What follows belongs to an exercise in optimizing a design on an open flow for small area, a short achievable clock period and few clock cycles per item; a production flow would make more cautious choices.
At most, simulation tests tie the RTL to the original design; equivalence was not proved.

==> flow/design.v (excerpt) <==
module m64p_unit (
    input  wire        clk,
    input  wire        rst,
    input  wire        in_valid,
    output wire        in_ready,
    input  wire [2:0]  in_kind,
    input  wire [3:0]  in_reg,
    input  wire [63:0] in_data,
    output wire        out_valid,
    output wire [63:0] out_data
);
    localparam [63:0] PRNG_RESET_S0 = 64'h9E3779B97F4A7C15;
    localparam [63:0] PRNG_RESET_S1 = 64'hBF58476D1CE4E5B9;
    localparam [2:0] K_WRITE_REG  = 3'd0;
    localparam [2:0] K_READ_REG   = 3'd1;
    localparam [2:0] K_COMMAND    = 3'd2;
    localparam [2:0] K_READ_STAT  = 3'd3;
    localparam [2:0] K_READ_FAULT = 3'd4;
    localparam [7:0] OP_ADD     = 8'h01;
    localparam [7:0] OP_XOR     = 8'h02;
    localparam [7:0] OP_SHIFT   = 8'h03;
    localparam [7:0] OP_SHIFTI  = 8'h04;
    localparam [7:0] OP_MUL32   = 8'h05;
    localparam [7:0] OP_IMUL32  = 8'h06;
    localparam [7:0] OP_MUL     = 8'h07;
    localparam [7:0] OP_IMUL    = 8'h08;
    localparam [7:0] OP_DIVMOD  = 8'h09;
  ...
Size in the first run: ~17000 cells after synthesis.
clock: 18.0 ns
lec_check: 0
cap_margin: 30
core_margin: 2
core_utilization: 30
gpl_routability_driven: 1
place_density: 0.45
slew_margin: 50
standard.sh (not shown) runs the stock make flow with config.mk's settings and CLKGATE_MAP_FILE= SYNTH_SCRIPT=/design/flow/synth_recipe.tcl, a recipe that flattens the netlist after the stock synthesis.
==> flow/flow/run.sh <==
#!/bin/bash
set -euo pipefail
cd "$(dirname "$0")/.."
# synthesis .. CTS: the CTS-stage repair aims at about 5.5 ns
bash standard.sh SETUP_SLACK_MARGIN=12.5 cts > flow_to_cts.log 2>&1
# global route .. finish: repair again after global routing
bash standard.sh SETUP_SLACK_MARGIN=12.5 TNS_END_PERCENT=30 finish > flow_to_finish.log 2>&1
Testbench counts at the start, summed over its fixed seeds: cycles 20,648, txns 16,168.
Change:
--- a/flow/design.v
+++ b/flow/design.v
@@ -36,18 +36,19 @@
     reg         sk_v;
     reg  [2:0]  sk_kind;
     reg  [3:0]  sk_reg;
     reg  [63:0] sk_data;
     reg         ir_v;
     reg  [2:0]  ir_kind;
     reg  [3:0]  ir_reg;
     reg  [63:0] ir_data;
     reg  [3:0]  ir_ra;       
+    reg  [15:0] ir_sa, ir_sb;    
     reg         ir_ph;       
     wire        adv;         
     wire        ir_free = !ir_v || adv;
     assign in_ready = !sk_v;
     wire   acc      = in_valid && !sk_v;
     always @(posedge clk) begin
         if (rst) begin
             sk_v <= 1'b0;
             ir_v <= 1'b0;
@@ -64,23 +65,27 @@
             sk_reg  <= in_reg;
             sk_data <= in_data;
         end
         if (ir_free) begin
             if (sk_v) begin
                 ir_kind <= sk_kind;
                 ir_reg  <= sk_reg;
                 ir_data <= sk_data;
                 ir_ra   <= (sk_kind == K_READ_REG) ? sk_reg : sk_data[19:16];
+                ir_sa   <= 16'd1 << ((sk_kind == K_READ_REG) ? sk_reg : sk_data[19:16]);
+                ir_sb   <= 16'd1 << sk_data[15:12];
             end else begin
                 ir_kind <= in_kind;
                 ir_reg  <= in_reg;
                 ir_data <= in_data;
                 ir_ra   <= (in_kind == K_READ_REG) ? in_reg : in_data[19:16];
+                ir_sa   <= 16'd1 << ((in_kind == K_READ_REG) ? in_reg : in_data[19:16]);
+                ir_sb   <= 16'd1 << in_data[15:12];
             end
         end
     end
     reg  [63:0] W [0:15];
     reg  [63:0] s0, s1;
     reg         faulted;
     reg  [3:0]  cause;
     reg  [31:0] faultword;
     reg  [15:0] pend;        
@@ -160,21 +165,21 @@
     function bsy;
         input [3:0] r;
         begin
             bsy = (pend[r] && !(x_we && (x_wa == r)) && !(m_wr && (m_wa == r)) &&
                    !(d_wr && !d_fin && (d_rd == r))) ||
                   (x_mop && ((x_d == r) || (x_mul && (x_e == r)))) ||
                   (x_dop && (x_d == r));
         end
     endfunction
+    wire m_ld_ok = !((m_busy && !m_free) || (x_mop && !(x_mul32 || x_imul32)));
     wire haz_cmd = c_ok && ((use_ra && bsy(ra)) || (use_rb && bsy(rb)) ||
-                            (o_mulc && ((m_busy && !m_free) ||
-                                        (x_mop && !(x_mul32 || x_imul32)))) ||
+                            (o_mulc && !m_ld_ok) ||
                             (o_divc && ((d_busy && !d_go) || x_dop)));
     wire haz_reg = k_rd && bsy(ir_reg);
     wire go      = ir_v && !haz_cmd && !haz_reg;      
     wire rds_one = c_ok && o_rds && !ir_ph;           
     assign adv   = go && !rds_one;
     always @(posedge clk) begin
         if (rst)
             ir_ph <= 1'b0;
         else if (adv)
@@ -187,25 +192,35 @@
     wire        x_flt;
     wire [3:0]  flt_cause;
     wire [31:0] flt_word;
     wire [3:0]  st_cause = x_flt ? flt_cause : cause;
     wire        st_flt   = x_flt || faulted;
     wire [31:0] st_word  = x_flt ? flt_word : faultword;
     reg x_resp;
     assign out_valid = x_resp;
     assign out_data  = x_a;
+    reg  [63:0] rd_a, rd_b;
+    integer ri;
+    always @(*) begin
+        rd_a = 64'd0;
+        rd_b = 64'd0;
+        for (ri = 0; ri < 16; ri = ri + 1) begin
+            rd_a = rd_a | (W[ri] & {64{ir_sa[ri]}});
+            rd_b = rd_b | (W[ri] & {64{ir_sb[ri]}});
+        end
+    end
     wire        a_reg  = !(k_wr || k_st || k_fw);
     wire        b_reg  = !(illegal || o_shi);
     wire [63:0] a_base = k_wr ? ir_data :
                          k_st ? {56'd0, st_cause, 3'd0, st_flt} :
-                         k_fw ? {32'd0, st_word} : W[ir_ra];
+                         k_fw ? {32'd0, st_word} : rd_a;
     wire [63:0] b_base = illegal ? {32'd0, cw} :
-                         o_shi ? {{56{imm8[7]}}, imm8} : W[rb];
+                         o_shi ? {{56{imm8[7]}}, imm8} : rd_b;
     wire [63:0] xa_n   = (a_reg && x_we && (x_wa == ir_ra)) ? x_wd :
                          (a_reg && m_wr && (m_wa == ir_ra)) ? m_res_w :
                          (a_reg && d_wr && !d_fin && (d_rd == ir_ra)) ? d_res_w : a_base;
     wire [63:0] xb_n   = (b_reg && x_we && (x_wa == rb)) ? x_wd :
                          (b_reg && m_wr && (m_wa == rb)) ? m_res_w :
                          (b_reg && d_wr && !d_fin && (d_rd == rb)) ? d_res_w : b_base;
     always @(posedge clk) begin
         if (rst) begin
             x_v    <= 1'b0;
@@ -483,19 +498,19 @@
                 m_lv_d <= 1'b0;
             if ((x_we && (x_wa == m_re)) || (d_start && (x_d == m_re)))
                 m_lv_e <= 1'b0;
         end
         if (d_start)
             d_lv <= 1'b1;
         else if ((x_we && (x_wa == d_rd)) ||
                  (m_start && ((x_d == d_rd) || (x_mul && (x_e == d_rd)))))
             d_lv <= 1'b0;
-        if (go && c_ok && o_mulc) begin
+        if (c_ok && o_mulc && m_ld_ok) begin
             m_x  <= xa_n[31:0];
             m_ah <= xa_n[63:32];
             m_y  <= xb_n[31:0];
             m_bo <= xb_n[63:32];
         end else if (m_start || m_run) begin
             m_y  <= m_bo;
             m_bo <= m_y;
             if (m_run && m_step == 2'd1) begin
                 m_x  <= m_ah;
@@ -513,19 +528,19 @@
             m_s    <= m_so;
             m_c    <= m_co;
         end else if (m_run) begin
             m_step <= m_step + 2'd1;
             m_s    <= m_so;
             m_c    <= m_co;
             if (m_sh)
                 m_cy <= m_f32;
         end
-        if (d_start) begin
+        if (d_st == D_IDLE) begin
             d_pick <= x_pick;
             d_rd   <= x_d;
             d_rem  <= dv_x;
             d_div  <= dv_n;
             d_d3   <= dv_n3;
             d_cnt  <= dv_k;
             d_first <= 1'b1;
             d_q    <= 32'd0;
         end else if (d_st == D_RUN) begin
What happened: Utilization shrinks by 0.42 points. Routed wire length went down by 3.9%. Design area barely changes. Register-to-register slack gets worse by 99 ps. Final cell count stays flat. Synthesized cell count increases by 0.55%. Flip-flop and latch count goes up by 32. Via count came out lower by 0.87%. Synthesized area came out higher by 1.0%. First-iteration DRC count climbs by 3.3%. Worst setup slack loses 99 ps.
No functional check of the RTL was part of the second run of this note.

## static timing again, ports no longer ideal
How much do the figures lean on ideal ports? The routed layouts below were timed once more, with nothing changed but the port constraints.
Step 1 assumes that a clkbuf_16 drives the clock port and a buf_2 every other input.
Step 2 also shifts input and output timing later by t, the mid clock arrival at the registers, as if the neighbouring blocks saw the same clock.
Three values: no drivers, after step 1, after step 2; two values: the first two.
| run | t, ns | slack for setup (ns) | slew at the worst register clock pin (ns) | worst data-port slew with drivers (ns) |
|---|---|---|---|---|
| the first run | 1.187 | 12.103 / 12.103 / 12.103 | 0.09 / 0.09 | 0.17 |
| the second run | 1.144 | 12.004 / 12.004 / 11.983 | 0.09 / 0.09 | 0.22 |
After both steps every run listed still meets setup and hold. The setup slack of the second run, which loses most, moves by 0.000 ns with the drivers and by -0.021 ns with both steps.
